From an optimization exercise on the open Yosys and OpenROAD flow, aimed at small area, a short achievable clock period and few clock cycles per item; shortcuts taken in it are not production practice.
Only simulation tests tie the RTL to the original design; equivalence was not proved.

$ cat flow/design.v
module rs_dec (
    input  wire       clk,
    input  wire       rst,           
    input  wire       in_valid,
    output wire       in_ready,
    input  wire [7:0] in_data,
    input  wire [7:0] in_n,          
    input  wire [3:0] in_t,          
    output reg        err_valid,
    output reg  [7:0] err_pos,
    output reg  [7:0] err_val,
    output reg        done,
    output reg  [7:0] bstat
);
    localparam TMAX = 15;
    localparam NSYN = 2 * TMAX;      
    function automatic [7:0] gf_mul(input [7:0] a, input [7:0] b);
        reg [14:0] p;
        integer k;
        begin
            p = 15'd0;
            for (k = 0; k < 8; k = k + 1)
                if (b[k]) p = p ^ ({7'd0, a} << k);
            for (k = 14; k >= 8; k = k - 1)
                if (p[k]) p = p ^ (15'h11d << (k - 8));
            gf_mul = p[7:0];
        end
    endfunction
    function automatic [3:0] gf4_mul(input [3:0] a, input [3:0] b);    
        reg [6:0] p;
        integer k;
        begin
            p = 7'd0;
            for (k = 0; k < 4; k = k + 1)
                if (b[k]) p = p ^ ({3'd0, a} << k);
            for (k = 6; k >= 4; k = k - 1)
                if (p[k]) p = p ^ (7'h13 << (k - 4));
            gf4_mul = p[3:0];
        end
    endfunction
    function automatic [3:0] gf4_inv(input [3:0] a);
        case (a)
        4'd0: gf4_inv = 4'd0;
        4'd1: gf4_inv = 4'd1;
        4'd2: gf4_inv = 4'd9;
        4'd3: gf4_inv = 4'd14;
        4'd4: gf4_inv = 4'd13;
        4'd5: gf4_inv = 4'd11;
        4'd6: gf4_inv = 4'd7;
        4'd7: gf4_inv = 4'd6;
        4'd8: gf4_inv = 4'd15;
        4'd9: gf4_inv = 4'd2;
        4'd10: gf4_inv = 4'd12;
        4'd11: gf4_inv = 4'd5;
        4'd12: gf4_inv = 4'd10;
        4'd13: gf4_inv = 4'd4;
        4'd14: gf4_inv = 4'd3;
        4'd15: gf4_inv = 4'd8;
        endcase
    endfunction
    function automatic [7:0] gf_inv(input [7:0] a);
        reg [7:0] b, c;
        reg [3:0] d, di;
        begin
        b[0] = a[0] ^ a[1] ^ a[2] ^ a[3] ^ a[4] ^ a[6] ^ a[7];
        b[1] = a[2] ^ a[3] ^ a[6] ^ a[7];
        b[2] = a[2] ^ a[4] ^ a[6];
        b[3] = a[3] ^ a[4] ^ a[5] ^ a[6];
        b[4] = a[4] ^ a[7];
        b[5] = a[1] ^ a[3] ^ a[4];
        b[6] = a[2] ^ a[5] ^ a[6];
        b[7] = a[5];
        d  = gf4_mul(gf4_mul(b[7:4], b[7:4]), 4'd8) ^ gf4_mul(b[7:4], b[3:0]) ^ gf4_mul(b[3:0], b[3:0]);
        di = gf4_inv(d);
        c  = {gf4_mul(b[7:4], di), gf4_mul(b[7:4] ^ b[3:0], di)};
        gf_inv[0] = c[0] ^ c[2] ^ c[4] ^ c[5];
        gf_inv[1] = c[1] ^ c[4] ^ c[5] ^ c[6] ^ c[7];
        gf_inv[2] = c[1] ^ c[3] ^ c[4] ^ c[7];
        gf_inv[3] = c[1] ^ c[2] ^ c[4];
        gf_inv[4] = c[2] ^ c[6] ^ c[7];
        gf_inv[5] = c[7];
        gf_inv[6] = c[1] ^ c[3] ^ c[4] ^ c[6];
        gf_inv[7] = c[2] ^ c[4] ^ c[6] ^ c[7];
        end
    endfunction
    function automatic [7:0] gf_inv_lut(input [7:0] a);
      case (a)
        8'h01: gf_inv_lut = 8'h01;
        8'h02: gf_inv_lut = 8'h8e;
        8'h03: gf_inv_lut = 8'hf4;
        8'h04: gf_inv_lut = 8'h47;
        8'h05: gf_inv_lut = 8'ha7;
        8'h06: gf_inv_lut = 8'h7a;
        8'h07: gf_inv_lut = 8'hba;
        8'h08: gf_inv_lut = 8'had;
        8'h09: gf_inv_lut = 8'h9d;
        8'h0a: gf_inv_lut = 8'hdd;
        8'h0b: gf_inv_lut = 8'h98;
        8'h0c: gf_inv_lut = 8'h3d;
        8'h0d: gf_inv_lut = 8'haa;
        8'h0e: gf_inv_lut = 8'h5d;
        8'h0f: gf_inv_lut = 8'h96;
        8'h10: gf_inv_lut = 8'hd8;
        8'h11: gf_inv_lut = 8'h72;
        8'h12: gf_inv_lut = 8'hc0;
        8'h13: gf_inv_lut = 8'h58;
        8'h14: gf_inv_lut = 8'he0;
        8'h15: gf_inv_lut = 8'h3e;
        8'h16: gf_inv_lut = 8'h4c;
        8'h17: gf_inv_lut = 8'h66;
        8'h18: gf_inv_lut = 8'h90;
        8'h19: gf_inv_lut = 8'hde;
        8'h1a: gf_inv_lut = 8'h55;
        8'h1b: gf_inv_lut = 8'h80;
        8'h1c: gf_inv_lut = 8'ha0;
        8'h1d: gf_inv_lut = 8'h83;
        8'h1e: gf_inv_lut = 8'h4b;
        8'h1f: gf_inv_lut = 8'h2a;
        8'h20: gf_inv_lut = 8'h6c;
        8'h21: gf_inv_lut = 8'hed;
        8'h22: gf_inv_lut = 8'h39;
        8'h23: gf_inv_lut = 8'h51;
        8'h24: gf_inv_lut = 8'h60;
        8'h25: gf_inv_lut = 8'h56;
        8'h26: gf_inv_lut = 8'h2c;
        8'h27: gf_inv_lut = 8'h8a;
        8'h28: gf_inv_lut = 8'h70;
        8'h29: gf_inv_lut = 8'hd0;
        8'h2a: gf_inv_lut = 8'h1f;
        8'h2b: gf_inv_lut = 8'h4a;
        8'h2c: gf_inv_lut = 8'h26;
        8'h2d: gf_inv_lut = 8'h8b;
        8'h2e: gf_inv_lut = 8'h33;
        8'h2f: gf_inv_lut = 8'h6e;
        8'h30: gf_inv_lut = 8'h48;
        8'h31: gf_inv_lut = 8'h89;
        8'h32: gf_inv_lut = 8'h6f;
        8'h33: gf_inv_lut = 8'h2e;
        8'h34: gf_inv_lut = 8'ha4;
        8'h35: gf_inv_lut = 8'hc3;
        8'h36: gf_inv_lut = 8'h40;
        8'h37: gf_inv_lut = 8'h5e;
        8'h38: gf_inv_lut = 8'h50;
        8'h39: gf_inv_lut = 8'h22;
        8'h3a: gf_inv_lut = 8'hcf;
        8'h3b: gf_inv_lut = 8'ha9;
        8'h3c: gf_inv_lut = 8'hab;
        8'h3d: gf_inv_lut = 8'h0c;
        8'h3e: gf_inv_lut = 8'h15;
        8'h3f: gf_inv_lut = 8'he1;
        8'h40: gf_inv_lut = 8'h36;
        8'h41: gf_inv_lut = 8'h5f;
        8'h42: gf_inv_lut = 8'hf8;
        8'h43: gf_inv_lut = 8'hd5;
        8'h44: gf_inv_lut = 8'h92;
        8'h45: gf_inv_lut = 8'h4e;
        8'h46: gf_inv_lut = 8'ha6;
        8'h47: gf_inv_lut = 8'h04;
        8'h48: gf_inv_lut = 8'h30;
        8'h49: gf_inv_lut = 8'h88;
        8'h4a: gf_inv_lut = 8'h2b;
        8'h4b: gf_inv_lut = 8'h1e;
        8'h4c: gf_inv_lut = 8'h16;
        8'h4d: gf_inv_lut = 8'h67;
        8'h4e: gf_inv_lut = 8'h45;
        8'h4f: gf_inv_lut = 8'h93;
        8'h50: gf_inv_lut = 8'h38;
        8'h51: gf_inv_lut = 8'h23;
        8'h52: gf_inv_lut = 8'h68;
        8'h53: gf_inv_lut = 8'h8c;
        8'h54: gf_inv_lut = 8'h81;
        8'h55: gf_inv_lut = 8'h1a;
        8'h56: gf_inv_lut = 8'h25;
        8'h57: gf_inv_lut = 8'h61;
        8'h58: gf_inv_lut = 8'h13;
        8'h59: gf_inv_lut = 8'hc1;
        8'h5a: gf_inv_lut = 8'hcb;
        8'h5b: gf_inv_lut = 8'h63;
        8'h5c: gf_inv_lut = 8'h97;
        8'h5d: gf_inv_lut = 8'h0e;
        8'h5e: gf_inv_lut = 8'h37;
        8'h5f: gf_inv_lut = 8'h41;
        8'h60: gf_inv_lut = 8'h24;
        8'h61: gf_inv_lut = 8'h57;
        8'h62: gf_inv_lut = 8'hca;
        8'h63: gf_inv_lut = 8'h5b;
        8'h64: gf_inv_lut = 8'hb9;
        8'h65: gf_inv_lut = 8'hc4;
        8'h66: gf_inv_lut = 8'h17;
        8'h67: gf_inv_lut = 8'h4d;
        8'h68: gf_inv_lut = 8'h52;
        8'h69: gf_inv_lut = 8'h8d;
        8'h6a: gf_inv_lut = 8'hef;
        8'h6b: gf_inv_lut = 8'hb3;
        8'h6c: gf_inv_lut = 8'h20;
        8'h6d: gf_inv_lut = 8'hec;
        8'h6e: gf_inv_lut = 8'h2f;
        8'h6f: gf_inv_lut = 8'h32;
        8'h70: gf_inv_lut = 8'h28;
        8'h71: gf_inv_lut = 8'hd1;
        8'h72: gf_inv_lut = 8'h11;
        8'h73: gf_inv_lut = 8'hd9;
        8'h74: gf_inv_lut = 8'he9;
        8'h75: gf_inv_lut = 8'hfb;
        8'h76: gf_inv_lut = 8'hda;
        8'h77: gf_inv_lut = 8'h79;
        8'h78: gf_inv_lut = 8'hdb;
        8'h79: gf_inv_lut = 8'h77;
        8'h7a: gf_inv_lut = 8'h06;
        8'h7b: gf_inv_lut = 8'hbb;
        8'h7c: gf_inv_lut = 8'h84;
        8'h7d: gf_inv_lut = 8'hcd;
        8'h7e: gf_inv_lut = 8'hfe;
        8'h7f: gf_inv_lut = 8'hfc;
        8'h80: gf_inv_lut = 8'h1b;
        8'h81: gf_inv_lut = 8'h54;
        8'h82: gf_inv_lut = 8'ha1;
        8'h83: gf_inv_lut = 8'h1d;
        8'h84: gf_inv_lut = 8'h7c;
        8'h85: gf_inv_lut = 8'hcc;
        8'h86: gf_inv_lut = 8'he4;
        8'h87: gf_inv_lut = 8'hb0;
        8'h88: gf_inv_lut = 8'h49;
        8'h89: gf_inv_lut = 8'h31;
        8'h8a: gf_inv_lut = 8'h27;
        8'h8b: gf_inv_lut = 8'h2d;
        8'h8c: gf_inv_lut = 8'h53;
        8'h8d: gf_inv_lut = 8'h69;
        8'h8e: gf_inv_lut = 8'h02;
        8'h8f: gf_inv_lut = 8'hf5;
        8'h90: gf_inv_lut = 8'h18;
        8'h91: gf_inv_lut = 8'hdf;
        8'h92: gf_inv_lut = 8'h44;
        8'h93: gf_inv_lut = 8'h4f;
        8'h94: gf_inv_lut = 8'h9b;
        8'h95: gf_inv_lut = 8'hbc;
        8'h96: gf_inv_lut = 8'h0f;
        8'h97: gf_inv_lut = 8'h5c;
        8'h98: gf_inv_lut = 8'h0b;
        8'h99: gf_inv_lut = 8'hdc;
        8'h9a: gf_inv_lut = 8'hbd;
        8'h9b: gf_inv_lut = 8'h94;
        8'h9c: gf_inv_lut = 8'hac;
        8'h9d: gf_inv_lut = 8'h09;
        8'h9e: gf_inv_lut = 8'hc7;
        8'h9f: gf_inv_lut = 8'ha2;
        8'ha0: gf_inv_lut = 8'h1c;
        8'ha1: gf_inv_lut = 8'h82;
        8'ha2: gf_inv_lut = 8'h9f;
        8'ha3: gf_inv_lut = 8'hc6;
        8'ha4: gf_inv_lut = 8'h34;
        8'ha5: gf_inv_lut = 8'hc2;
        8'ha6: gf_inv_lut = 8'h46;
        8'ha7: gf_inv_lut = 8'h05;
        8'ha8: gf_inv_lut = 8'hce;
        8'ha9: gf_inv_lut = 8'h3b;
        8'haa: gf_inv_lut = 8'h0d;
        8'hab: gf_inv_lut = 8'h3c;
        8'hac: gf_inv_lut = 8'h9c;
        8'had: gf_inv_lut = 8'h08;
        8'hae: gf_inv_lut = 8'hbe;
        8'haf: gf_inv_lut = 8'hb7;
        8'hb0: gf_inv_lut = 8'h87;
        8'hb1: gf_inv_lut = 8'he5;
        8'hb2: gf_inv_lut = 8'hee;
        8'hb3: gf_inv_lut = 8'h6b;
        8'hb4: gf_inv_lut = 8'heb;
        8'hb5: gf_inv_lut = 8'hf2;
        8'hb6: gf_inv_lut = 8'hbf;
        8'hb7: gf_inv_lut = 8'haf;
        8'hb8: gf_inv_lut = 8'hc5;
        8'hb9: gf_inv_lut = 8'h64;
        8'hba: gf_inv_lut = 8'h07;
        8'hbb: gf_inv_lut = 8'h7b;
        8'hbc: gf_inv_lut = 8'h95;
        8'hbd: gf_inv_lut = 8'h9a;
        8'hbe: gf_inv_lut = 8'hae;
        8'hbf: gf_inv_lut = 8'hb6;
        8'hc0: gf_inv_lut = 8'h12;
        8'hc1: gf_inv_lut = 8'h59;
        8'hc2: gf_inv_lut = 8'ha5;
        8'hc3: gf_inv_lut = 8'h35;
        8'hc4: gf_inv_lut = 8'h65;
        8'hc5: gf_inv_lut = 8'hb8;
        8'hc6: gf_inv_lut = 8'ha3;
        8'hc7: gf_inv_lut = 8'h9e;
        8'hc8: gf_inv_lut = 8'hd2;
        8'hc9: gf_inv_lut = 8'hf7;
        8'hca: gf_inv_lut = 8'h62;
        8'hcb: gf_inv_lut = 8'h5a;
        8'hcc: gf_inv_lut = 8'h85;
        8'hcd: gf_inv_lut = 8'h7d;
        8'hce: gf_inv_lut = 8'ha8;
        8'hcf: gf_inv_lut = 8'h3a;
        8'hd0: gf_inv_lut = 8'h29;
        8'hd1: gf_inv_lut = 8'h71;
        8'hd2: gf_inv_lut = 8'hc8;
        8'hd3: gf_inv_lut = 8'hf6;
        8'hd4: gf_inv_lut = 8'hf9;
        8'hd5: gf_inv_lut = 8'h43;
        8'hd6: gf_inv_lut = 8'hd7;
        8'hd7: gf_inv_lut = 8'hd6;
        8'hd8: gf_inv_lut = 8'h10;
        8'hd9: gf_inv_lut = 8'h73;
        8'hda: gf_inv_lut = 8'h76;
        8'hdb: gf_inv_lut = 8'h78;
        8'hdc: gf_inv_lut = 8'h99;
        8'hdd: gf_inv_lut = 8'h0a;
        8'hde: gf_inv_lut = 8'h19;
        8'hdf: gf_inv_lut = 8'h91;
        8'he0: gf_inv_lut = 8'h14;
        8'he1: gf_inv_lut = 8'h3f;
        8'he2: gf_inv_lut = 8'he6;
        8'he3: gf_inv_lut = 8'hf0;
        8'he4: gf_inv_lut = 8'h86;
        8'he5: gf_inv_lut = 8'hb1;
        8'he6: gf_inv_lut = 8'he2;
        8'he7: gf_inv_lut = 8'hf1;
        8'he8: gf_inv_lut = 8'hfa;
        8'he9: gf_inv_lut = 8'h74;
        8'hea: gf_inv_lut = 8'hf3;
        8'heb: gf_inv_lut = 8'hb4;
        8'hec: gf_inv_lut = 8'h6d;
        8'hed: gf_inv_lut = 8'h21;
        8'hee: gf_inv_lut = 8'hb2;
        8'hef: gf_inv_lut = 8'h6a;
        8'hf0: gf_inv_lut = 8'he3;
        8'hf1: gf_inv_lut = 8'he7;
        8'hf2: gf_inv_lut = 8'hb5;
        8'hf3: gf_inv_lut = 8'hea;
        8'hf4: gf_inv_lut = 8'h03;
        8'hf5: gf_inv_lut = 8'h8f;
        8'hf6: gf_inv_lut = 8'hd3;
        8'hf7: gf_inv_lut = 8'hc9;
        8'hf8: gf_inv_lut = 8'h42;
        8'hf9: gf_inv_lut = 8'hd4;
        8'hfa: gf_inv_lut = 8'he8;
        8'hfb: gf_inv_lut = 8'h75;
        8'hfc: gf_inv_lut = 8'h7f;
        8'hfd: gf_inv_lut = 8'hff;
        8'hfe: gf_inv_lut = 8'h7e;
        8'hff: gf_inv_lut = 8'hfd;
        default: gf_inv_lut = 8'h00;
      endcase
    endfunction
    function automatic [7:0] gf_apow(input integer e);
      case (e)
        0: gf_apow = 8'h01;
        1: gf_apow = 8'h02;
        2: gf_apow = 8'h04;
        3: gf_apow = 8'h08;
        4: gf_apow = 8'h10;
        5: gf_apow = 8'h20;
        6: gf_apow = 8'h40;
        7: gf_apow = 8'h80;
        8: gf_apow = 8'h1d;
        9: gf_apow = 8'h3a;
        10: gf_apow = 8'h74;
        11: gf_apow = 8'he8;
        12: gf_apow = 8'hcd;
        13: gf_apow = 8'h87;
        14: gf_apow = 8'h13;
        15: gf_apow = 8'h26;
        16: gf_apow = 8'h4c;
        17: gf_apow = 8'h98;
        18: gf_apow = 8'h2d;
        19: gf_apow = 8'h5a;
        20: gf_apow = 8'hb4;
        21: gf_apow = 8'h75;
        22: gf_apow = 8'hea;
        23: gf_apow = 8'hc9;
        24: gf_apow = 8'h8f;
        25: gf_apow = 8'h03;
        26: gf_apow = 8'h06;
        27: gf_apow = 8'h0c;
        28: gf_apow = 8'h18;
        29: gf_apow = 8'h30;
        30: gf_apow = 8'h60;
        31: gf_apow = 8'hc0;
        32: gf_apow = 8'h9d;
        33: gf_apow = 8'h27;
        34: gf_apow = 8'h4e;
        35: gf_apow = 8'h9c;
        36: gf_apow = 8'h25;
        37: gf_apow = 8'h4a;
        38: gf_apow = 8'h94;
        39: gf_apow = 8'h35;
        40: gf_apow = 8'h6a;
        41: gf_apow = 8'hd4;
        42: gf_apow = 8'hb5;
        43: gf_apow = 8'h77;
        44: gf_apow = 8'hee;
        45: gf_apow = 8'hc1;
        46: gf_apow = 8'h9f;
        47: gf_apow = 8'h23;
        48: gf_apow = 8'h46;
        49: gf_apow = 8'h8c;
        50: gf_apow = 8'h05;
        51: gf_apow = 8'h0a;
        52: gf_apow = 8'h14;
        53: gf_apow = 8'h28;
        54: gf_apow = 8'h50;
        55: gf_apow = 8'ha0;
        56: gf_apow = 8'h5d;
        57: gf_apow = 8'hba;
        58: gf_apow = 8'h69;
        59: gf_apow = 8'hd2;
        60: gf_apow = 8'hb9;
        61: gf_apow = 8'h6f;
        62: gf_apow = 8'hde;
        63: gf_apow = 8'ha1;
        64: gf_apow = 8'h5f;
        65: gf_apow = 8'hbe;
        66: gf_apow = 8'h61;
        67: gf_apow = 8'hc2;
        68: gf_apow = 8'h99;
        69: gf_apow = 8'h2f;
        70: gf_apow = 8'h5e;
        71: gf_apow = 8'hbc;
        72: gf_apow = 8'h65;
        73: gf_apow = 8'hca;
        74: gf_apow = 8'h89;
        75: gf_apow = 8'h0f;
        76: gf_apow = 8'h1e;
        77: gf_apow = 8'h3c;
        78: gf_apow = 8'h78;
        79: gf_apow = 8'hf0;
        80: gf_apow = 8'hfd;
        81: gf_apow = 8'he7;
        82: gf_apow = 8'hd3;
        83: gf_apow = 8'hbb;
        84: gf_apow = 8'h6b;
        85: gf_apow = 8'hd6;
        86: gf_apow = 8'hb1;
        87: gf_apow = 8'h7f;
        88: gf_apow = 8'hfe;
        89: gf_apow = 8'he1;
        90: gf_apow = 8'hdf;
        91: gf_apow = 8'ha3;
        92: gf_apow = 8'h5b;
        93: gf_apow = 8'hb6;
        94: gf_apow = 8'h71;
        95: gf_apow = 8'he2;
        96: gf_apow = 8'hd9;
        97: gf_apow = 8'haf;
        98: gf_apow = 8'h43;
        99: gf_apow = 8'h86;
        100: gf_apow = 8'h11;
        101: gf_apow = 8'h22;
        102: gf_apow = 8'h44;
        103: gf_apow = 8'h88;
        104: gf_apow = 8'h0d;
        105: gf_apow = 8'h1a;
        106: gf_apow = 8'h34;
        107: gf_apow = 8'h68;
        108: gf_apow = 8'hd0;
        109: gf_apow = 8'hbd;
        110: gf_apow = 8'h67;
        111: gf_apow = 8'hce;
        112: gf_apow = 8'h81;
        113: gf_apow = 8'h1f;
        114: gf_apow = 8'h3e;
        115: gf_apow = 8'h7c;
        116: gf_apow = 8'hf8;
        117: gf_apow = 8'hed;
        118: gf_apow = 8'hc7;
        119: gf_apow = 8'h93;
        120: gf_apow = 8'h3b;
        121: gf_apow = 8'h76;
        122: gf_apow = 8'hec;
        123: gf_apow = 8'hc5;
        124: gf_apow = 8'h97;
        125: gf_apow = 8'h33;
        126: gf_apow = 8'h66;
        127: gf_apow = 8'hcc;
        128: gf_apow = 8'h85;
        129: gf_apow = 8'h17;
        130: gf_apow = 8'h2e;
        131: gf_apow = 8'h5c;
        132: gf_apow = 8'hb8;
        133: gf_apow = 8'h6d;
        134: gf_apow = 8'hda;
        135: gf_apow = 8'ha9;
        136: gf_apow = 8'h4f;
        137: gf_apow = 8'h9e;
        138: gf_apow = 8'h21;
        139: gf_apow = 8'h42;
        140: gf_apow = 8'h84;
        141: gf_apow = 8'h15;
        142: gf_apow = 8'h2a;
        143: gf_apow = 8'h54;
        144: gf_apow = 8'ha8;
        145: gf_apow = 8'h4d;
        146: gf_apow = 8'h9a;
        147: gf_apow = 8'h29;
        148: gf_apow = 8'h52;
        149: gf_apow = 8'ha4;
        150: gf_apow = 8'h55;
        151: gf_apow = 8'haa;
        152: gf_apow = 8'h49;
        153: gf_apow = 8'h92;
        154: gf_apow = 8'h39;
        155: gf_apow = 8'h72;
        156: gf_apow = 8'he4;
        157: gf_apow = 8'hd5;
        158: gf_apow = 8'hb7;
        159: gf_apow = 8'h73;
        160: gf_apow = 8'he6;
        161: gf_apow = 8'hd1;
        162: gf_apow = 8'hbf;
        163: gf_apow = 8'h63;
        164: gf_apow = 8'hc6;
        165: gf_apow = 8'h91;
        166: gf_apow = 8'h3f;
        167: gf_apow = 8'h7e;
        168: gf_apow = 8'hfc;
        169: gf_apow = 8'he5;
        170: gf_apow = 8'hd7;
        171: gf_apow = 8'hb3;
        172: gf_apow = 8'h7b;
        173: gf_apow = 8'hf6;
        174: gf_apow = 8'hf1;
        175: gf_apow = 8'hff;
        176: gf_apow = 8'he3;
        177: gf_apow = 8'hdb;
        178: gf_apow = 8'hab;
        179: gf_apow = 8'h4b;
        180: gf_apow = 8'h96;
        181: gf_apow = 8'h31;
        182: gf_apow = 8'h62;
        183: gf_apow = 8'hc4;
        184: gf_apow = 8'h95;
        185: gf_apow = 8'h37;
        186: gf_apow = 8'h6e;
        187: gf_apow = 8'hdc;
        188: gf_apow = 8'ha5;
        189: gf_apow = 8'h57;
        190: gf_apow = 8'hae;
        191: gf_apow = 8'h41;
        192: gf_apow = 8'h82;
        193: gf_apow = 8'h19;
        194: gf_apow = 8'h32;
        195: gf_apow = 8'h64;
        196: gf_apow = 8'hc8;
        197: gf_apow = 8'h8d;
        198: gf_apow = 8'h07;
        199: gf_apow = 8'h0e;
        200: gf_apow = 8'h1c;
        201: gf_apow = 8'h38;
        202: gf_apow = 8'h70;
        203: gf_apow = 8'he0;
        204: gf_apow = 8'hdd;
        205: gf_apow = 8'ha7;
        206: gf_apow = 8'h53;
        207: gf_apow = 8'ha6;
        208: gf_apow = 8'h51;
        209: gf_apow = 8'ha2;
        210: gf_apow = 8'h59;
        211: gf_apow = 8'hb2;
        212: gf_apow = 8'h79;
        213: gf_apow = 8'hf2;
        214: gf_apow = 8'hf9;
        215: gf_apow = 8'hef;
        216: gf_apow = 8'hc3;
        217: gf_apow = 8'h9b;
        218: gf_apow = 8'h2b;
        219: gf_apow = 8'h56;
        220: gf_apow = 8'hac;
        221: gf_apow = 8'h45;
        222: gf_apow = 8'h8a;
        223: gf_apow = 8'h09;
        224: gf_apow = 8'h12;
        225: gf_apow = 8'h24;
        226: gf_apow = 8'h48;
        227: gf_apow = 8'h90;
        228: gf_apow = 8'h3d;
        229: gf_apow = 8'h7a;
        230: gf_apow = 8'hf4;
        231: gf_apow = 8'hf5;
        232: gf_apow = 8'hf7;
        233: gf_apow = 8'hf3;
        234: gf_apow = 8'hfb;
        235: gf_apow = 8'heb;
        236: gf_apow = 8'hcb;
        237: gf_apow = 8'h8b;
        238: gf_apow = 8'h0b;
        239: gf_apow = 8'h16;
        240: gf_apow = 8'h2c;
        241: gf_apow = 8'h58;
        242: gf_apow = 8'hb0;
        243: gf_apow = 8'h7d;
        244: gf_apow = 8'hfa;
        245: gf_apow = 8'he9;
        246: gf_apow = 8'hcf;
        247: gf_apow = 8'h83;
        248: gf_apow = 8'h1b;
        249: gf_apow = 8'h36;
        250: gf_apow = 8'h6c;
        251: gf_apow = 8'hd8;
        252: gf_apow = 8'had;
        253: gf_apow = 8'h47;
        254: gf_apow = 8'h8e;
        default: gf_apow = 8'h01;
      endcase
    endfunction
    integer i;
    localparam K_FIX   = 2'd0;
    localparam K_CLEAN = 2'd1;
    localparam K_FAIL  = 2'd2;
    reg        in_ready_r;
    reg  [7:0] cin;                  
    assign in_ready = in_ready_r;
    wire take    = in_valid && in_ready_r;
    wire first   = (cin == 8'd1);
    wire last_in = (cin == in_n);
    always @(posedge clk) begin
        if (take) cin <= last_in ? 8'd1 : cin + 8'd1;
        if (rst) cin <= 8'd1;
    end
    reg [7:0] T [0:NSYN-1];
    reg       s1_full;
    reg [7:0] n1;
    reg [3:0] t1;
    localparam S2_IDLE = 3'd0;
    localparam S2_A    = 3'd2;       
    localparam S2_B    = 3'd3;       
    localparam S2_C    = 3'd7;       
    localparam S2_OM   = 3'd5;       
    localparam S2_DONE = 3'd6;
    reg [2:0] s2;
    reg [7:0] R    [0:NSYN-1];       
    reg [7:0] lam  [1:TMAX];         
    reg [7:0] bx   [1:TMAX];         
    reg [7:0] omg  [0:TMAX-1];       
    reg [7:0] dlt;                   
    reg [4:0] len;                   
    reg [4:0] rc;                    
    reg [3:0] oc;                    
    reg [TMAX:1] msk;                
    reg       opbc;                  
    reg [7:0] n2;                    
    reg       rzero;                 
    reg [7:0] ne;                    
    reg [3:0] t2;
    reg [1:0] k2;
    wire [4:0] twot2 = {t2, 1'b0};
    reg        rfull;                
    wire       xfer  = s1_full && !rfull;
    reg [7:0] rtap;
    always @(*) begin
        rtap = R[NSYN-1];
        for (i = 1; i < NSYN; i = i + 2)
            if (twot2 == i + 1) rtap = R[i];
    end
    wire [4:0] twot1 = {t1, 1'b0};
    reg tzero;
    always @(*) begin
        tzero = 1'b1;
        for (i = 0; i < NSYN; i = i + 1)
            if (i < twot1 && T[i] != 8'd0) tzero = 1'b0;
    end
    wire start;
    reg [7:0] ma, mb;
    reg [7:0] prod [1:TMAX];
    reg [7:0] dsum;
    always @(*) begin
        dsum = R[0];                 
        for (i = 1; i <= TMAX; i = i + 1) begin
            ma = opbc ? dlt : (msk[i] ? lam[i] : 8'd0);
            mb = opbc ? bx[i] : R[i];
            prod[i] = gf_mul(ma, mb);
            dsum = dsum ^ prod[i];
        end
    end
    wire       grow  = (dlt != 8'd0) && ({len, 1'b0} <= {1'b0, rc});
    reg [7:0] cc [1:TMAX];           
    reg [7:0] ww [0:TMAX-1];         
    reg       act3;
    reg [7:0] pos3;
    reg [4:0] L3;
    reg [1:0] k3;
    wire last3   = (pos3 == 8'd0);
    wire s3_free = !act3 || last3;
    wire hand    = (s2 == S2_DONE) && s3_free;
    assign start = rfull && ((s2 == S2_IDLE) || hand);
    reg [7:0] csum, osum, wsum;
    always @(*) begin
        csum = 8'd1;
        osum = 8'd0;
        wsum = 8'd0;
        for (i = 1; i <= TMAX; i = i + 1) begin
            csum = csum ^ cc[i];
            if (i % 2 == 1) osum = osum ^ cc[i];
        end
        for (i = 0; i < TMAX; i = i + 1)
            wsum = wsum ^ ww[i];
    end
    wire root = (k3 == K_FIX) && (csum == 8'd0);
    wire       e1_act  = act3;
    wire       e1_last = last3;
    wire       e1_root = act3 && root;
    reg       e2_act, e2_last, e2_root;
    reg [7:0] e2_pos, e2_inv, e2_ws, e2_stat;
    reg [4:0] nroot;
    reg       bad;
    wire [4:0] nr_tot  = nroot + {4'd0, e1_root};
    wire       bad_tot = bad || (e1_root && (osum == 8'd0 || wsum == 8'd0));
    wire s1_full_n = (take && last_in) ? 1'b1 : (xfer ? 1'b0 : s1_full);
    wire rrel      = (start && rzero) ||
                     (s2 == S2_OM && (len > {1'b0, t2} || {1'b0, oc} == len - 5'd1));
    wire rfree_n   = (!rfull && !xfer) || rrel;
    always @(posedge clk) begin
        in_ready_r <= !s1_full_n || rfree_n;
        s1_full    <= s1_full_n;
        rfull      <= !rfree_n;
        if (rst) begin
            in_ready_r <= 1'b1;
            s1_full    <= 1'b0;
            rfull      <= 1'b0;
        end
    end
    always @(posedge clk) begin
        if (take) begin
            for (i = 0; i < NSYN; i = i + 1)
                T[i] <= (first ? 8'd0 : gf_mul(T[i], gf_apow((255 - i) % 255))) ^ in_data;
            if (last_in) begin
                n1 <= in_n;
                t1 <= in_t;
            end
        end
    end
    always @(posedge clk) begin
        if (xfer) begin
            R[0] <= T[0];
            for (i = 1; i < NSYN; i = i + 1)
                R[i] <= T[NSYN-i];
            n2    <= n1;
            t2    <= t1;
            rzero <= tzero;
        end
        opbc <= 1'b0;
        case (s2)
        S2_A: begin
            dlt  <= dsum;
            s2   <= S2_B;
            opbc <= 1'b1;
        end
        S2_B: begin
            for (i = 1; i <= TMAX; i = i + 1)
                lam[i] <= lam[i] ^ prod[i];
            bx[1] <= grow ? 8'd1 : 8'd0;
            for (i = 2; i <= TMAX; i = i + 1)
                bx[i] <= grow ? lam[i-1] : bx[i-1];
            if (grow) begin
                len  <= rc + 5'd1 - len;
                dlt  <= gf_inv(dlt);
            end
            for (i = 1; i < NSYN; i = i + 1)
                R[i] <= R[i-1];
            rc <= rc + 5'd1;
            if (rc == twot2 - 5'd1) begin
                R[0] <= rtap;
                oc   <= 4'd0;
                msk  <= {TMAX{1'b0}};
                s2   <= S2_OM;
            end else begin
                R[0] <= R[NSYN-1];
                s2   <= grow ? S2_C : S2_A;
                opbc <= grow;
            end
        end
        S2_C: begin
            for (i = 1; i <= TMAX; i = i + 1)
                bx[i] <= prod[i];
            s2 <= S2_A;
        end
        S2_OM: begin
            omg[oc] <= dsum;
            R[0] <= rtap;
            for (i = 1; i < NSYN; i = i + 1)
                R[i] <= R[i-1];
            oc  <= oc + 4'd1;
            msk <= {msk[TMAX-1:1], 1'b1};
            if (len > {1'b0, t2}) begin
                k2 <= K_FAIL;
                s2 <= S2_DONE;
            end else if ({1'b0, oc} == len - 5'd1) begin
                s2 <= S2_DONE;
            end
        end
        S2_DONE: if (hand) s2 <= S2_IDLE;
        default: s2 <= S2_IDLE;
        endcase
        if (start) begin
            ne <= n2;
            for (i = 1; i <= TMAX; i = i + 1) begin
                lam[i] <= 8'd0;
                bx[i]  <= (i == 1) ? 8'd1 : 8'd0;
            end
            for (i = 0; i < TMAX; i = i + 1)
                omg[i] <= 8'd0;
            len <= 5'd0;
            rc  <= 5'd0;
            msk <= {TMAX{1'b1}};
            if (rzero) begin
                k2 <= K_CLEAN;
                s2 <= S2_DONE;
            end else begin
                k2 <= K_FIX;
                s2 <= S2_A;
            end
        end
        if (rst) begin
            s2   <= S2_IDLE;
            opbc <= 1'b0;
        end
    end
    always @(posedge clk) begin
        for (i = 1; i <= TMAX; i = i + 1)
            cc[i] <= gf_mul(cc[i], gf_apow(i));
        for (i = 0; i < TMAX; i = i + 1)
            ww[i] <= gf_mul(ww[i], gf_apow(i));
        pos3 <= pos3 - 8'd1;
        if (last3) act3 <= 1'b0;
        if (hand) begin
            for (i = 1; i <= TMAX; i = i + 1)
                cc[i] <= lam[i];
            for (i = 0; i < TMAX; i = i + 1)
                ww[i] <= omg[i];
            pos3 <= (k2 == K_FIX) ? ne - 8'd1 : 8'd0;
            L3   <= len;
            k3   <= k2;
            act3 <= 1'b1;
        end
        if (rst) act3 <= 1'b0;
    end
    always @(posedge clk) begin
        if (e1_act) begin
            nroot <= e1_last ? 5'd0 : nr_tot;
            bad   <= e1_last ? 1'b0 : bad_tot;
        end
        e2_act  <= e1_act;
        e2_last <= e1_last;
        e2_root <= e1_root;
        e2_pos  <= pos3;
        e2_inv  <= gf_inv_lut(osum);
        e2_ws   <= wsum;
        e2_stat <= (k3 == K_CLEAN) ? 8'h01 :
                   (k3 == K_FAIL || bad_tot || nr_tot != L3) ? 8'h06 :
                   {L3, 3'b011};
        err_valid <= e2_act && e2_root;
        err_pos   <= e2_pos;
        err_val   <= gf_mul(e2_inv, e2_ws);
        done      <= e2_act && e2_last;
        bstat     <= e2_stat;
        if (rst) begin
            e2_act    <= 1'b0;
            nroot     <= 5'd0;
            bad       <= 1'b0;
            err_valid <= 1'b0;
            done      <= 1'b0;
        end
    end
endmodule
$ cat flow/run.sh
#!/bin/bash
# synth_recipe.tcl (not shown) runs the flow's synth.tcl, then flattens the netlist and writes it again
# the make line also repeats each setting of config.mk as NAME=value (left out here)
make -C /OpenROAD-flow-scripts/flow DESIGN_CONFIG=/design/flow/config.mk WORK_HOME=/design/flow/orfs CLKGATE_MAP_FILE= SYNTH_SCRIPT=/design/flow/synth_recipe.tcl finish
$ cat flow/config.mk
export PLATFORM = sky130hd
export DESIGN_NAME = rs_dec
export DESIGN_NICKNAME = rs_dec
export VERILOG_FILES = /design/flow/design.v
export SDC_FILE = /design/flow/constraint.sdc
export NUM_CORES = 4
export LEC_CHECK = 0
export CAP_MARGIN = 20
export CORE_MARGIN = 2
export CORE_UTILIZATION = 40
export CTS_BUF_LIST = sky130_fd_sc_hd__clkbuf_4 sky130_fd_sc_hd__clkbuf_8
export SETUP_SLACK_MARGIN = 5
export SLEW_MARGIN = 20
export TNS_END_PERCENT = 20
$ cat flow/constraint.sdc
create_clock -name core_clock -period 10.0 [get_ports {clk}]
set_input_delay 2.0000 -clock core_clock [delete_from_list [all_inputs] [get_ports {clk}]]
set_output_delay 2.0000 -clock core_clock [all_outputs]
set_load 0.01 [all_outputs]
==> flow_summary.html, run 1 <==
<table>
<tr><th>Metric</th><th>Value</th></tr>
<tr><th colspan="2">Clock network</th></tr>
<tr><td>CTS tree</td><td>yes</td></tr>
<tr><td>TritonCTS Sinks</td><td>1250</td></tr>
<tr><td>Max H-tree Level</td><td>4</td></tr>
<tr><td>Longest Clk Path Bufs</td><td>3</td></tr>
<tr><td>Clock Pin Slew Worst Setup and Hold Paths</td><td>60 ps</td></tr>
<tr><td>TritonCTS Buffers</td><td>220</td></tr>
<tr><td>Worst skew pair latency</td><td>1020 ps</td></tr>
<tr><td>CTS root buf</td><td>sky130_fd_sc_hd__clkbuf_8</td></tr>
<tr><th colspan="2">Synth</th></tr>
<tr><td>Number of warnings reported in the yosys synthesis log</td><td>8</td></tr>
<tr><td>Main area contributors after synthesis</td><td>sky130_fd_sc_hd__edfxtp_1, sky130_fd_sc_hd__xnor2_1, sky130_fd_sc_hd__dfxtp_1</td></tr>
<tr><td>Mean cell area of the mapped netlist</td><td>9.062 µm²</td></tr>
<tr><td>Number of synthesized register bits</td><td>1250</td></tr>
<tr><td>Sequential cell area fraction in the yosys report</td><td>33.72%</td></tr>
<tr><td>Number of enable flip-flop cells after synthesis</td><td>554</td></tr>
<tr><td>Post-synth net total</td><td>10170</td></tr>
<tr><td>Library cell occupying the most area in the post-synthesis netlist</td><td>sky130_fd_sc_hd__edfxtp_1</td></tr>
<tr><td>Cell Area, Synth</td><td>90650 µm²</td></tr>
<tr><td>Number of different library cells in the post-synthesis netlist</td><td>102</td></tr>
<tr><td>Area share of the largest cell type after synthesis</td><td>18.35%</td></tr>
<tr><td>Instance count of the mapped netlist</td><td>10000</td></tr>
<tr><td>Prevailing post-synth register cell</td><td>sky130_fd_sc_hd__dfxtp_1</td></tr>
<tr><td>Async set-or-reset flop fraction in the synthesized netlist</td><td>0%</td></tr>
<tr><th colspan="2">Worst setup path</th></tr>
<tr><td>Most frequent cell on the critical path</td><td>sky130_fd_sc_hd__buf_4</td></tr>
<tr><td>Worst-path fanout max</td><td>8</td></tr>
<tr><td>Critical path's largest stage delay</td><td>570 ps</td></tr>
<tr><td>Critical Path RT</td><td>10700 ps</td></tr>
<tr><td>Kind of start point of the critical path</td><td>register</td></tr>
<tr><td>Sort of element at the end of the critical path</td><td>register</td></tr>
<tr><td>Kind of cell with the highest combined delay on the critical path</td><td>XOR/XNOR gates</td></tr>
<tr><td>Master of the slowest instance on the critical path</td><td>sky130_fd_sc_hd__mux4_2</td></tr>
<tr><td>Cell Chain, Critical Path</td><td>buf_8 &gt; buf_4 &gt; buf_4 &gt; a21oi_2 &gt; nor2_1 &gt; xnor2_1 &gt; mux4_2 &gt; xor2_2 &gt; xnor2_2 &gt; buf_4 &gt; ha_4 &gt; inv_2 &gt; mux2_4 &gt; a211o_1 &gt; a31oi_2 &gt; a221oi_2 &gt; xnor2_1 &gt; buf_4 &gt; xnor3_2 &gt; buf_6 &gt; xnor2_2 &gt; mux2i_1</td></tr>
<tr><td>Category of the critical setup timing path</td><td>register to register</td></tr>
<tr><td>CP Data Arrival Time</td><td>5850 ps</td></tr>
<tr><td>Buffer and inverter count on the worst path</td><td>7</td></tr>
<tr><th colspan="2">Run</th></tr>
<tr><td>Max-capacitance violation count</td><td>0</td></tr>
<tr><th colspan="2">Die</th></tr>
<tr><td>Overall die height</td><td>480.1 µm</td></tr>
<tr><td>X dimension of the die</td><td>480.1 µm</td></tr>
<tr><td>Area of the core region</td><td>225100 µm²</td></tr>
<tr><td>Full die area</td><td>230500 µm²</td></tr>
<tr><td>Cell row count</td><td>174</td></tr>
<tr><td>I/O pin count</td><td>50</td></tr>
<tr><td>Starting density of the core</td><td>40.27%</td></tr>
<tr><th colspan="2">Timing</th></tr>
<tr><td>Worst hold margin</td><td>325.7 ps</td></tr>
<tr><td>Final Critical Period</td><td>5149 ps</td></tr>
<tr><td>Fmax achieved</td><td>0.1942 GHz</td></tr>
<tr><td>Setup slack after layout</td><td>4851 ps</td></tr>
<tr><td>RSZ-0062 raised after global routing</td><td>yes</td></tr>
<tr><td>Worst clock skew</td><td>70.42 ps</td></tr>
<tr><td>Worst-Margin Slew</td><td>1290 ps</td></tr>
<tr><td>Total negative setup slack</td><td>0 ps</td></tr>
<tr><td>Final period util</td><td>51.49%</td></tr>
<tr><td>Total count of hold-check failures in the final report</td><td>0</td></tr>
<tr><td>Number of pins with negative max-slew slack in the final report</td><td>0</td></tr>
<tr><td># setup viols final</td><td>0</td></tr>
<tr><td>Worst slew margin relative to its limit</td><td>14.00%</td></tr>
<tr><th colspan="2">Global routing</th></tr>
<tr><td>Total global routing track utilization</td><td>27.37%</td></tr>
<tr><td>Maximum number of pins on one net before global-route repair</td><td>191</td></tr>
<tr><td>Antenna violations before repair</td><td>9</td></tr>
<tr><td>Overflow left after global routing</td><td>0</td></tr>
<tr><td>Via count of the first global-routing pass</td><td>72340</td></tr>
<tr><td>Wire length of the first global-routing pass</td><td>479400 µm</td></tr>
<tr><th colspan="2">Placement</th></tr>
<tr><td>Post-DP HPWL</td><td>221800 µm</td></tr>
<tr><td>Placed Cells</td><td>12550</td></tr>
<tr><td>Number of port buffers</td><td>49</td></tr>
<tr><td>Total cell area at the placement stage</td><td>93170 µm²</td></tr>
<tr><td>Worst slack at placement</td><td>3427 ps</td></tr>
<tr><td>Final RePlAce weighted congestion</td><td>0.9949</td></tr>
<tr><th colspan="2">Drt</th></tr>
<tr><td>Vias per cell</td><td>5.717</td></tr>
<tr><td>Detailed-route DRC error count</td><td>0</td></tr>
<tr><td>TritonRoute pass-1 iters</td><td>7</td></tr>
<tr><td>Total number of vias</td><td>75200</td></tr>
<tr><td>Antenna Violating Nets Remaining</td><td>0</td></tr>
<tr><td>Total wirelength of the detailed-routed design</td><td>328900 µm</td></tr>
<tr><td>Routed length per placed instance</td><td>25.01 µm</td></tr>
<tr><td>Number of design-rule violations left by the first detailed-router iteration</td><td>9138</td></tr>
<tr><th colspan="2">Final layout</th></tr>
<tr><td>Layout cell share with drive strength beyond 1</td><td>14.43%</td></tr>
<tr><td>Count of nets after finishing</td><td>10120</td></tr>
<tr><td>Final instance count without filler cells</td><td>13150</td></tr>
<tr><td>Post-Layout Inst Area</td><td>102500 µm²</td></tr>
<tr><td>Fill cell count</td><td>21560</td></tr>
<tr><td>Utilization after layout</td><td>45.55%</td></tr>
<tr><td>Synthesis-to-finish area growth</td><td>13.10%</td></tr>
<tr><th colspan="2">Worst hold path</th></tr>
<tr><td>Path class of the lowest-slack min-delay path</td><td>register to register</td></tr>
<tr><th colspan="2">Outcome</th></tr>
<tr><td>Status</td><td>timing/DRC/antenna clean</td></tr>
</table>
==> placed cells by master (no fill, tap or decap), types with 48 or more instances in the layout <==
master and count:
sky130_fd_sc_hd__xnor3_1 85, sky130_fd_sc_hd__edfxtp_1 554, sky130_fd_sc_hd__dfxtp_1 689, sky130_fd_sc_hd__nand3_1 209, sky130_fd_sc_hd__o21ai_0 383, sky130_fd_sc_hd__nand3b_1 105, sky130_fd_sc_hd__nor2_1 1154, sky130_fd_sc_hd__nor3_1 48
sky130_fd_sc_hd__xor2_1 682, sky130_fd_sc_hd__clkbuf_4 53, sky130_fd_sc_hd__ha_1 133, sky130_fd_sc_hd__a21oi_1 973, sky130_fd_sc_hd__o211ai_1 51, sky130_fd_sc_hd__or3_1 87, sky130_fd_sc_hd__nand2_1 758, sky130_fd_sc_hd__xnor2_2 96
sky130_fd_sc_hd__mux2i_2 51, sky130_fd_sc_hd__mux2i_1 86, sky130_fd_sc_hd__inv_1 208, sky130_fd_sc_hd__a211oi_1 194, sky130_fd_sc_hd__xnor2_1 1743, sky130_fd_sc_hd__buf_4 222, sky130_fd_sc_hd__clkbuf_8 269, sky130_fd_sc_hd__mux2_2 334
sky130_fd_sc_hd__mux2i_4 53
==> final timing paths <==
kind / from / end / slack, ps / depth (start not counted)
setup / recovery: dlt[3] / dlt[6] / 4850 / 22
hold / removal: e2_pos[4] / err_pos[4] / 330 / 0
setup reg to reg: dlt[3] / dlt[6] / 4850 / 22
hold reg to reg: e2_pos[4] / err_pos[4] / 330 / 0
==> metal layers <==
layer	part of all wire, %	GRT usage, %	up-vias	routed length [µm]
met5	0	0	-	0
met4	5.3	12.41	0	17480
met3	9.7	5.561	810	31780
met2	44	42.26	3809	143600
met1	41	36.79	36420	136100
li1	-	-	34160	-
==> timing repair <==
item,4_1_cts,5_1_grt
setup endpoints to repair,145,145
hold buffers,0,0
gates resized for setup,298,129
cloned,14,8
buffers inserted,97,68
pin swaps,34,47
==> layout make-up <==
type | instances | area [µm²] | share of cell area (%)
diodes | 8 | 20.02 | 0.01953
clock buffers | 322 | 4100 | 3.999
clock inverters | 92 | 954.7 | 0.9311
inverters | 219 | 844.6 | 0.8237
multi-input cells | 7928 | 58520 | 57.07
flip-flops and latches | 1250 | 30580 | 29.83
well taps | 2992 | 3744 | 3.651
repair buffers | 343 | 3765 | 3.672
==> sequential cells by signal, summed over array words and instances (netlist names), 15 cells and up <==
| signal | cells |
|---|---|
| R | 240 |
| T | 240 |
| bx | 120 |
| cc | 120 |
| lam | 120 |
| msk | 15 |
| omg | 120 |
| ww | 120 |
==> cells in the mapped netlist, drive strengths merged, types with 23 or more instances <==
cell type and count:
a21oi 1013, edfxtp 554, nor2 1157, nor3 48, nand3 211, buf 197
and2 38, mux2 338, nor4 28, xnor2 1857, inv 216, a221o 23
mux2i 190, dfxtp 696, or3 88, a211oi 201, a31oi 25, nand3b 114
o21ai 406, nor2b 28, nand4 45, nand2 772, ha 137, xnor3 121
o211ai 51, and3 24, xor2 708, clkbuf 413
==> kinds of logic (layout without fill, tap and decap cells) <==
family                     Yosys count  in the layout  share of synthesized area, %
buffers and inverters              829            976                         4.095
other                                0              8                             0
adders and majority gates          140            140                         1.935
and+or+nand+nor                   2621           2623                         12.78
DFF                               1250           1250                         33.72
xor gates and xnor gates          2693           2693                         28.36
AOI/OAI and AO/OA                 1942           1942                         12.50
muxes                              529            530                         6.611
==> worst reg2reg max path, delay by kind of cell (launching register included) <==
kind,cells,cell delay (ps)
flops,1,420
buf+inv,7,1060
simple gates,1,90
mux,3,960
xor+xnor,6,1460
fa+ha+maj,1,120
compound gates,4,750
Testbench counts, summed over its fixed seeds: cycles 38,253, blocks 384.
==> run 2: changes to the inputs <==
--- a/flow/config.mk
+++ b/flow/config.mk
@@ -11,4 +11,3 @@
 export CTS_BUF_LIST = sky130_fd_sc_hd__clkbuf_4 sky130_fd_sc_hd__clkbuf_8
 export SETUP_SLACK_MARGIN = 5
 export SLEW_MARGIN = 20
-export TNS_END_PERCENT = 20
==> run 2 against run 1 <==
Effect of this change: first-iteration DRC count fell by 3.3%; count of clock-buffer cells in the layout fell by 15; final cell count barely moved; die area did not move; critical path depth fell by 2; utilization barely moved; critical endpoint unchanged; worst hold slack barely moved.
==> flow_summary.html, run 2 <==
<table>
<tr><th>Metric</th><th>Value</th></tr>
<tr><th colspan="2">Final layout</th></tr>
<tr><td>Biggest regs</td><td>R (240), T (240)</td></tr>
<tr><td>Multi-input logic area</td><td>58800 µm² (+0.48%)</td></tr>
<tr><td>Sequential cell area</td><td>30590 µm² (about the same)</td></tr>
<tr><td>Layout cell share with drive strength beyond 1</td><td>14.71% (+0.28 points)</td></tr>
<tr><td>Synthesis-to-finish area growth</td><td>13.01% (about the same)</td></tr>
<tr><td>Fill cell count</td><td>21560 (-0.014%)</td></tr>
<tr><td>Count of nets after finishing</td><td>10130 (+0.040%)</td></tr>
<tr><td>Post-Layout Inst Area</td><td>102400 µm² (about the same)</td></tr>
<tr><td>Final instance count without filler cells</td><td>13150 (-0.038%)</td></tr>
<tr><td>Most frequent cells in the layout</td><td>sky130_fd_sc_hd__xnor2_1, sky130_fd_sc_hd__nor2_1, sky130_fd_sc_hd__a21oi_1</td></tr>
<tr><td>Most common library cell in the layout ignoring fill and taps</td><td>sky130_fd_sc_hd__xnor2_1</td></tr>
<tr><th colspan="2">Drt</th></tr>
<tr><td>Antenna Violating Nets Remaining</td><td>0 (unchanged)</td></tr>
<tr><td>Total wirelength of the detailed-routed design</td><td>328000 µm (-0.29%)</td></tr>
<tr><td>TritonRoute pass-1 iters</td><td>6 (-1)</td></tr>
<tr><td>Total number of vias</td><td>75510 (+0.42%)</td></tr>
<tr><td>Number of design-rule violations left by the first detailed-router iteration</td><td>8838 (-3.3%)</td></tr>
<tr><td>Detailed-route DRC error count</td><td>0 (unchanged)</td></tr>
<tr><td>Vias per cell</td><td>5.743 (+0.45%)</td></tr>
<tr><td>Routed length per placed instance</td><td>24.94 µm (-0.25%)</td></tr>
<tr><th colspan="2">Clock network</th></tr>
<tr><td>CTS root buf</td><td>sky130_fd_sc_hd__clkbuf_8</td></tr>
<tr><td>Worst skew pair latency</td><td>1020 ps (about the same)</td></tr>
<tr><td>Clock Pin Slew Worst Setup and Hold Paths</td><td>60 ps (about the same)</td></tr>
<tr><td>TritonCTS Buffers</td><td>216 (-1.8%)</td></tr>
<tr><td>CTS Hold Bufs</td><td>0 (unchanged)</td></tr>
<tr><td>Longest Clk Path Bufs</td><td>3 (unchanged)</td></tr>
<tr><td>CTS tree</td><td>yes</td></tr>
<tr><td>TritonCTS Sinks</td><td>1250 (unchanged)</td></tr>
<tr><td>Max H-tree Level</td><td>4 (unchanged)</td></tr>
<tr><th colspan="2">Timing</th></tr>
<tr><td>Final period util</td><td>51.25% (-0.24 points)</td></tr>
<tr><td>Number of pins with negative max-slew slack in the final report</td><td>0 (unchanged)</td></tr>
<tr><td># setup viols final</td><td>0 (unchanged)</td></tr>
<tr><td>Total count of hold-check failures in the final report</td><td>0 (unchanged)</td></tr>
<tr><td>Worst slew margin relative to its limit</td><td>22.63% (+8.6 points)</td></tr>
<tr><td>Worst-Margin Slew</td><td>1152 ps (-137.7 ps)</td></tr>
<tr><td>Total negative setup slack</td><td>0 ps (unchanged)</td></tr>
<tr><td>Fmax achieved</td><td>0.1951 GHz (+0.47%)</td></tr>
<tr><td>Worst clock skew</td><td>64.07 ps (-6.344 ps)</td></tr>
<tr><td>Final Critical Period</td><td>5125 ps (-24.02 ps)</td></tr>
<tr><td>RSZ-0062 raised after global routing</td><td>yes</td></tr>
<tr><th colspan="2">Outcome</th></tr>
<tr><td>Status</td><td>timing/DRC/antenna clean</td></tr>
<tr><th colspan="2">Synth</th></tr>
<tr><td>Async set-or-reset flop fraction in the synthesized netlist</td><td>0% (unchanged)</td></tr>
<tr><td>Main area contributors after synthesis</td><td>sky130_fd_sc_hd__edfxtp_1, sky130_fd_sc_hd__xnor2_1, sky130_fd_sc_hd__dfxtp_1</td></tr>
<tr><td>Library cell occupying the most area in the post-synthesis netlist</td><td>sky130_fd_sc_hd__edfxtp_1</td></tr>
<tr><td>Number of enable flip-flop cells after synthesis</td><td>554 (unchanged)</td></tr>
<tr><td>Area share of the largest cell type after synthesis</td><td>18.35% (unchanged)</td></tr>
<tr><td>Leading post-synthesis cells by instance count</td><td>sky130_fd_sc_hd__xnor2_1, sky130_fd_sc_hd__nor2_1, sky130_fd_sc_hd__a21oi_1</td></tr>
<tr><td>Instance count of the mapped netlist</td><td>10000 (unchanged)</td></tr>
<tr><td>Post-synth net total</td><td>10170 (unchanged)</td></tr>
<tr><td>Number of synthesized register bits</td><td>1250 (unchanged)</td></tr>
<tr><td>Prevailing post-synth register cell</td><td>sky130_fd_sc_hd__dfxtp_1</td></tr>
<tr><td>Mean cell area of the mapped netlist</td><td>9.062 µm² (unchanged)</td></tr>
<tr><td>Sequential cell area fraction in the yosys report</td><td>33.72% (unchanged)</td></tr>
<tr><td>Number of warnings reported in the yosys synthesis log</td><td>8 (unchanged)</td></tr>
<tr><td>Most frequently used cell type in the post-synthesis netlist</td><td>sky130_fd_sc_hd__xnor2_1</td></tr>
<tr><td>Number of different library cells in the post-synthesis netlist</td><td>102 (unchanged)</td></tr>
<tr><td>Cell Area, Synth</td><td>90650 µm² (unchanged)</td></tr>
<tr><th colspan="2">Worst setup path</th></tr>
<tr><td>Buffer and inverter count on the worst path</td><td>5 (-2)</td></tr>
<tr><td>Sort of element at the end of the critical path</td><td>register</td></tr>
<tr><td>Kind of cell with the highest combined delay on the critical path</td><td>XOR/XNOR gates</td></tr>
<tr><td>Master of the slowest instance on the critical path</td><td>sky130_fd_sc_hd__xnor3_2</td></tr>
<tr><td>Critical Path RT</td><td>10720 ps (+20 ps)</td></tr>
<tr><td>Category of the critical setup timing path</td><td>register to register</td></tr>
<tr><td>Kind of start point of the critical path</td><td>register</td></tr>
<tr><td>Most frequent cell on the critical path</td><td>sky130_fd_sc_hd__xnor2_2</td></tr>
<tr><td>Critical path's largest stage delay</td><td>550 ps (-20 ps)</td></tr>
<tr><td>Worst-path fanout max</td><td>7 (-1)</td></tr>
<tr><td>CP Data Arrival Time</td><td>5850 ps (about the same)</td></tr>
<tr><td>Cell Chain, Critical Path</td><td>buf_6 &gt; buf_12 &gt; buf_4 &gt; xor2_1 &gt; xnor3_2 &gt; or3_1 &gt; a22o_1 &gt; nand2_2 &gt; xnor2_2 &gt; inv_2 &gt; ha_2 &gt; mux2_4 &gt; o21ai_2 &gt; nor2_1 &gt; a221oi_2 &gt; xnor2_2 &gt; buf_4 &gt; xnor3_2 &gt; xnor2_2 &gt; mux2i_1</td></tr>
<tr><th colspan="2">Die</th></tr>
<tr><td>Cell row count</td><td>174 (unchanged)</td></tr>
<tr><td>Overall die height</td><td>480.1 µm (unchanged)</td></tr>
<tr><td>Area of the core region</td><td>225100 µm² (unchanged)</td></tr>
<tr><td>X dimension of the die</td><td>480.1 µm (unchanged)</td></tr>
<tr><td>Full die area</td><td>230500 µm² (unchanged)</td></tr>
<tr><td>Starting density of the core</td><td>40.27% (unchanged)</td></tr>
<tr><td>I/O pin count</td><td>50 (unchanged)</td></tr>
<tr><th colspan="2">Placement</th></tr>
<tr><td>Total cell area at the placement stage</td><td>93230 µm² (about the same)</td></tr>
<tr><td>Final RePlAce weighted congestion</td><td>0.9730 (-2.2%)</td></tr>
<tr><td>Number of port buffers</td><td>49 (unchanged)</td></tr>
<tr><td>Placed Cells</td><td>12550 (+0.032%)</td></tr>
<tr><td>Post-DP HPWL</td><td>222000 µm (about the same)</td></tr>
<tr><th colspan="2">Global routing</th></tr>
<tr><td>Total global routing track utilization</td><td>27.20% (-0.17 points)</td></tr>
<tr><td>Wire length of the first global-routing pass</td><td>477600 µm (-0.37%)</td></tr>
<tr><td>Via count of the first global-routing pass</td><td>72130 (-0.29%)</td></tr>
<tr><td>Maximum number of pins on one net before global-route repair</td><td>180 (-5.8%)</td></tr>
<tr><td>Overflow left after global routing</td><td>0 (unchanged)</td></tr>
<tr><td>Antenna violations before repair</td><td>16 (+7)</td></tr>
<tr><th colspan="2">Run</th></tr>
<tr><td>Max-capacitance violation count</td><td>0 (unchanged)</td></tr>
<tr><th colspan="2">Worst hold path</th></tr>
<tr><td>Path class of the lowest-slack min-delay path</td><td>register to register</td></tr>
</table>
-- run 2: cell counts after synthesis --
No cell type changed its count.
-- run 2: stage by stage --
| step | util (%) | hold WS [ps] | worst slack [ps] |
|---|---|---|---|
| after floorplan | - | 309.6 | 5054 |
| final | 45.51 | 325.3 | 4875 |
| after detailed placement | 41.41 | 312.1 | 3296 |
| after CTS | 44.53 | 326.6 | 4848 |
| after global placement | 41.41 | 310.7 | 3384 |
| after global routing | 45.51 | 332.7 | 4720 |
-- run 2: per-layer routing --
metal	GRT usage (%)	routed length [µm]	vias up
met5	0	49	-
li1	-	-	34170
met2	41.40	143400	3707
met4	13.41	18450	8
met1	36.68	136200	36780
met3	5.433	29970	844
-- run 2: worst register-to-register path, delay by kind of cell (launching register included) --
family | cells | cell delay, ps
flip-flops | 1 | 450
adder cells (fa/ha/maj) | 1 | 200
multiplexers | 2 | 390
AO/OA/AOI/OAI | 3 | 780
XOR/XNOR | 6 | 1680
buffers and inverters | 5 | 700
AND/OR/NAND/NOR | 3 | 640
-- run 2: worst paths after layout --
kind / cells after the start / to / slack [ps] / from
max: 20 / dlt[6] / 4870 / dlt[4]
min: 0 / err_pos[4] / 330 / e2_pos[4]
max reg2reg: 20 / dlt[6] / 4870 / dlt[4]
min reg2reg: 0 / err_pos[4] / 330 / e2_pos[4]
-- run 2: area by class of cell --
class	instances	share of cell area [%]
Timing Repair Buffer	351	3.624
Tap cell	2992	3.654
Clock buffer	307	3.813
Antenna cell	9	0.02198
Clock inverter	93	0.8183
Sequential cell	1250	29.86
Inverter	219	0.8219
Multi-Input combinational cell	7928	57.39
-- run 2: timing repair --
item	CTS	global route
pin swaps	44	60
gates cloned	13	5
gates resized for setup	234	237
endpoints found under the setup margin	149	137
buffers inserted	75	97
-- run 2: kinds of logic (layout without fill, tap and decap cells) --
kind of cell	Yosys count	count (layout)	synth area share, %
adders and majority gates	140	140	1.935
DFF	1250	1250	33.72
xor gates and xnor gates	2693	2693	28.36
AOI/OAI and AO/OA	1942	1942	12.50
other	0	9	0
muxes	529	530	6.611
buffers and inverters	829	970	4.095
and+or+nand+nor	2621	2623	12.78
==> run 3: changes to the inputs <==
--- a/flow/config.mk
+++ b/flow/config.mk
@@ -7,7 +7,7 @@
 export LEC_CHECK = 0
 export CAP_MARGIN = 20
 export CORE_MARGIN = 2
-export CORE_UTILIZATION = 40
+export CORE_UTILIZATION = 50
 export CTS_BUF_LIST = sky130_fd_sc_hd__clkbuf_4 sky130_fd_sc_hd__clkbuf_8
 export SETUP_SLACK_MARGIN = 5
 export SLEW_MARGIN = 20
==> run 3 against run 2 <==
Effect of this change: still clean; global-route usage up 6.2 points; first-iteration DRC count is 9.9% higher; critical path depth fell by 6; setup slack improved by 98 ps; via count shrank 0.18%; die area decreased by 20%; final cell count decreased by 4.4%; clock skew up 6.9 ps; highest routed layer unchanged.
==> flow_summary.html, run 3 <==
<table>
<tr><th>Metric</th><th>Value</th></tr>
<tr><th colspan="2">Outcome</th></tr>
<tr><td>Status</td><td>timing/DRC/antenna clean</td></tr>
<tr><th colspan="2">Placement</th></tr>
<tr><td>Total cell area at the placement stage</td><td>92420 µm² (-0.86%)</td></tr>
<tr><th colspan="2">Final layout</th></tr>
<tr><td>Count of nets after finishing</td><td>10170 (+0.46%)</td></tr>
<tr><td>Final instance count without filler cells</td><td>12570 (-4.4%)</td></tr>
<tr><td>Utilization after layout</td><td>56.56% (+11 points)</td></tr>
<tr><td>Layout cell share with drive strength beyond 1</td><td>14.91% (+0.20 points)</td></tr>
<tr><td>Synthesis-to-finish area growth</td><td>12.65%</td></tr>
<tr><th colspan="2">Timing</th></tr>
<tr><td>Worst hold margin</td><td>309.7 ps (-15.64 ps)</td></tr>
<tr><td>Fmax achieved</td><td>0.1989 GHz (+1.9%)</td></tr>
<tr><td>Setup slack after layout</td><td>4972 ps (+97.68 ps)</td></tr>
<tr><td># setup viols final</td><td>0 (unchanged)</td></tr>
<tr><td>Final period util</td><td>50.28% (-0.98 points)</td></tr>
<tr><td>Total negative setup slack</td><td>0 ps (unchanged)</td></tr>
<tr><th colspan="2">Worst setup path</th></tr>
<tr><td>R2r worst-path depth</td><td>14 (-30%)</td></tr>
<tr><td>Master of the slowest instance on the critical path</td><td>sky130_fd_sc_hd__or3b_2</td></tr>
<tr><td>Worst setup path endpoint</td><td>R[0][4]</td></tr>
<tr><td>Kind of start point of the critical path</td><td>register</td></tr>
<tr><td>Launching instance or port of the critical path</td><td>t2[0]</td></tr>
<tr><td>FF-to-FF Start</td><td>t2[0]</td></tr>
<tr><td>Reg2Reg Setup Slack</td><td>4970 ps (+100 ps)</td></tr>
<tr><th colspan="2">Drt</th></tr>
<tr><td>Detailed-route DRC error count</td><td>0 (unchanged)</td></tr>
<tr><td>Length of routed met3 wiring</td><td>32570 µm (+8.7%)</td></tr>
<tr><td>Number of design-rule violations left by the first detailed-router iteration</td><td>9715 (+9.9%)</td></tr>
<tr><td>Top metal layer carrying routed signals</td><td>met5</td></tr>
<tr><td>TritonRoute pass-1 iters</td><td>6 (unchanged)</td></tr>
<tr><td>Total number of vias</td><td>75380 (-0.18%)</td></tr>
<tr><td>Routed length per placed instance</td><td>25.73 µm (+3.2%)</td></tr>
<tr><td>Antenna Violating Nets Remaining</td><td>0 (unchanged)</td></tr>
<tr><td>Total wirelength of the detailed-routed design</td><td>323400 µm (-1.4%)</td></tr>
<tr><th colspan="2">Global routing</th></tr>
<tr><td>Wire length of the first global-routing pass</td><td>468700 µm (-1.9%)</td></tr>
<tr><td>Antenna violations before repair</td><td>7 (-9)</td></tr>
<tr><td>Overflow left after global routing</td><td>0 (unchanged)</td></tr>
<tr><th colspan="2">Die</th></tr>
<tr><td>Overall die height</td><td>429.8 µm (-10%)</td></tr>
<tr><td>Cell row count</td><td>156 (-10%)</td></tr>
<tr><td>X dimension of the die</td><td>429.8 µm (-10%)</td></tr>
<tr><td>Starting density of the core</td><td>50.21% (+9.9 points)</td></tr>
<tr><th colspan="2">Synth</th></tr>
<tr><td>Main area contributors after synthesis</td><td>sky130_fd_sc_hd__edfxtp_1, sky130_fd_sc_hd__xnor2_1, sky130_fd_sc_hd__dfxtp_1</td></tr>
<tr><td>Synthesized-area fraction occupied by adder cells</td><td>1.935% (unchanged)</td></tr>
<tr><td>Area share of xor/xnor cells in the synthesized design</td><td>28.36% (unchanged)</td></tr>
<tr><td>Most frequently used cell type in the post-synthesis netlist</td><td>sky130_fd_sc_hd__xnor2_1</td></tr>
<tr><td>Prevailing post-synth register cell</td><td>sky130_fd_sc_hd__dfxtp_1</td></tr>
<tr><td>Leading post-synthesis cells by instance count</td><td>sky130_fd_sc_hd__xnor2_1, sky130_fd_sc_hd__nor2_1, sky130_fd_sc_hd__a21oi_1</td></tr>
<tr><th colspan="2">Clock network</th></tr>
<tr><td>CTS Hold Bufs</td><td>0 (unchanged)</td></tr>
<tr><td>CTS tree</td><td>yes</td></tr>
</table>
## run 3: cell counts after synthesis
No cell type changed its count.
## run 3: worst min-delay path by stage
| stage | from | endpoint | slack [ps] | cells after the start |
|---|---|---|---|---|
| final | e2_pos[4] | err_pos[4] | 310 | 0 |
| after global routing | e2_pos[2] | err_pos[2] | 330 | 0 |
| after CTS | e2_pos[0] | err_pos[0] | 330 | 0 |
| after detailed placement | e2_pos[0] | err_pos[0] | 310 | 0 |
| after global placement | e2_pos[1] | err_pos[1] | 310 | 0 |
| after floorplan | e2_stat[0] | bstat[0] | 310 | 0 |
## run 3: kinds of logic after synthesis
logic type	Yosys count
compound gates	1942
xor+xnor	2693
fa+ha+maj	140
buf+inv	829
flops	1250
mux	529
simple gates	2621
## run 3: timing repair
item / in CTS / in global routing
setup buffers: 64 / 150
pin swaps: 33 / 73
resized for setup: 252 / 237
endpoints found under the setup margin: 139 / 132
cloned: 12 / 11
## run 3: metal layers
layer  global-route usage (%)  vias to the layer above
li1                         -                    34250
met4                    14.60                        4
met1                    45.13                    36320
met2                    51.36                     3990
met5                        0                        -
met3                    7.295                      818
## run 3: area by class of cell
| cell class | instances | area, µm² | share of cell area, % |
|---|---|---|---|
| inverter | 219 | 843.3 | 0.8258 |
| sequential | 1250 | 30590 | 29.95 |
| tap | 2370 | 2965 | 2.904 |
| antenna | 9 | 22.52 | 0.02205 |
| timing repair buffer | 395 | 4080 | 3.995 |
| clock inverter | 78 | 807.0 | 0.7902 |
| multi-input combinational | 7929 | 58910 | 57.69 |
| clock buffer | 317 | 3906 | 3.825 |

## port drivers added, routing unchanged
The flow's constraints put no driver on any port. The routed layouts listed below were extracted and timed again, unchanged, in two steps. Step 1 sets driving cells, clkbuf_16 on the clock port and buf_2 on the other inputs (assumed; they add their load-dependent delay and slew). Step 2 adds t to the input delays and takes it off the output delays; t is the mean of the earliest and latest rising clock arrival at the registers after step 1. Input paths then give back, and output paths get back, about the clock's delay inside the block. Slacks: ideal ports / drivers / drivers and shift; pairs: ideal ports / drivers.
| run | shift t [ns] | slack for setup (ns) | worst setup path at the end | worst register clock-pin slew, ns |
|---|---|---|---|---|
| run 1 | 1.081 | 4.851 / 4.851 / 4.851 | register to register | 0.08 / 0.08 |
| run 2 | 1.071 | 4.875 / 4.875 / 4.875 | register to register | 0.08 / 0.08 |
| run 3 | 1.086 | 4.972 / 4.972 / 4.792 | input to register | 0.08 / 0.08 |
After both steps every run listed still meets setup and hold. For run 3, which loses most, drivers alone change the setup slack by 0.000 ns; drivers and shift together by -0.180 ns.
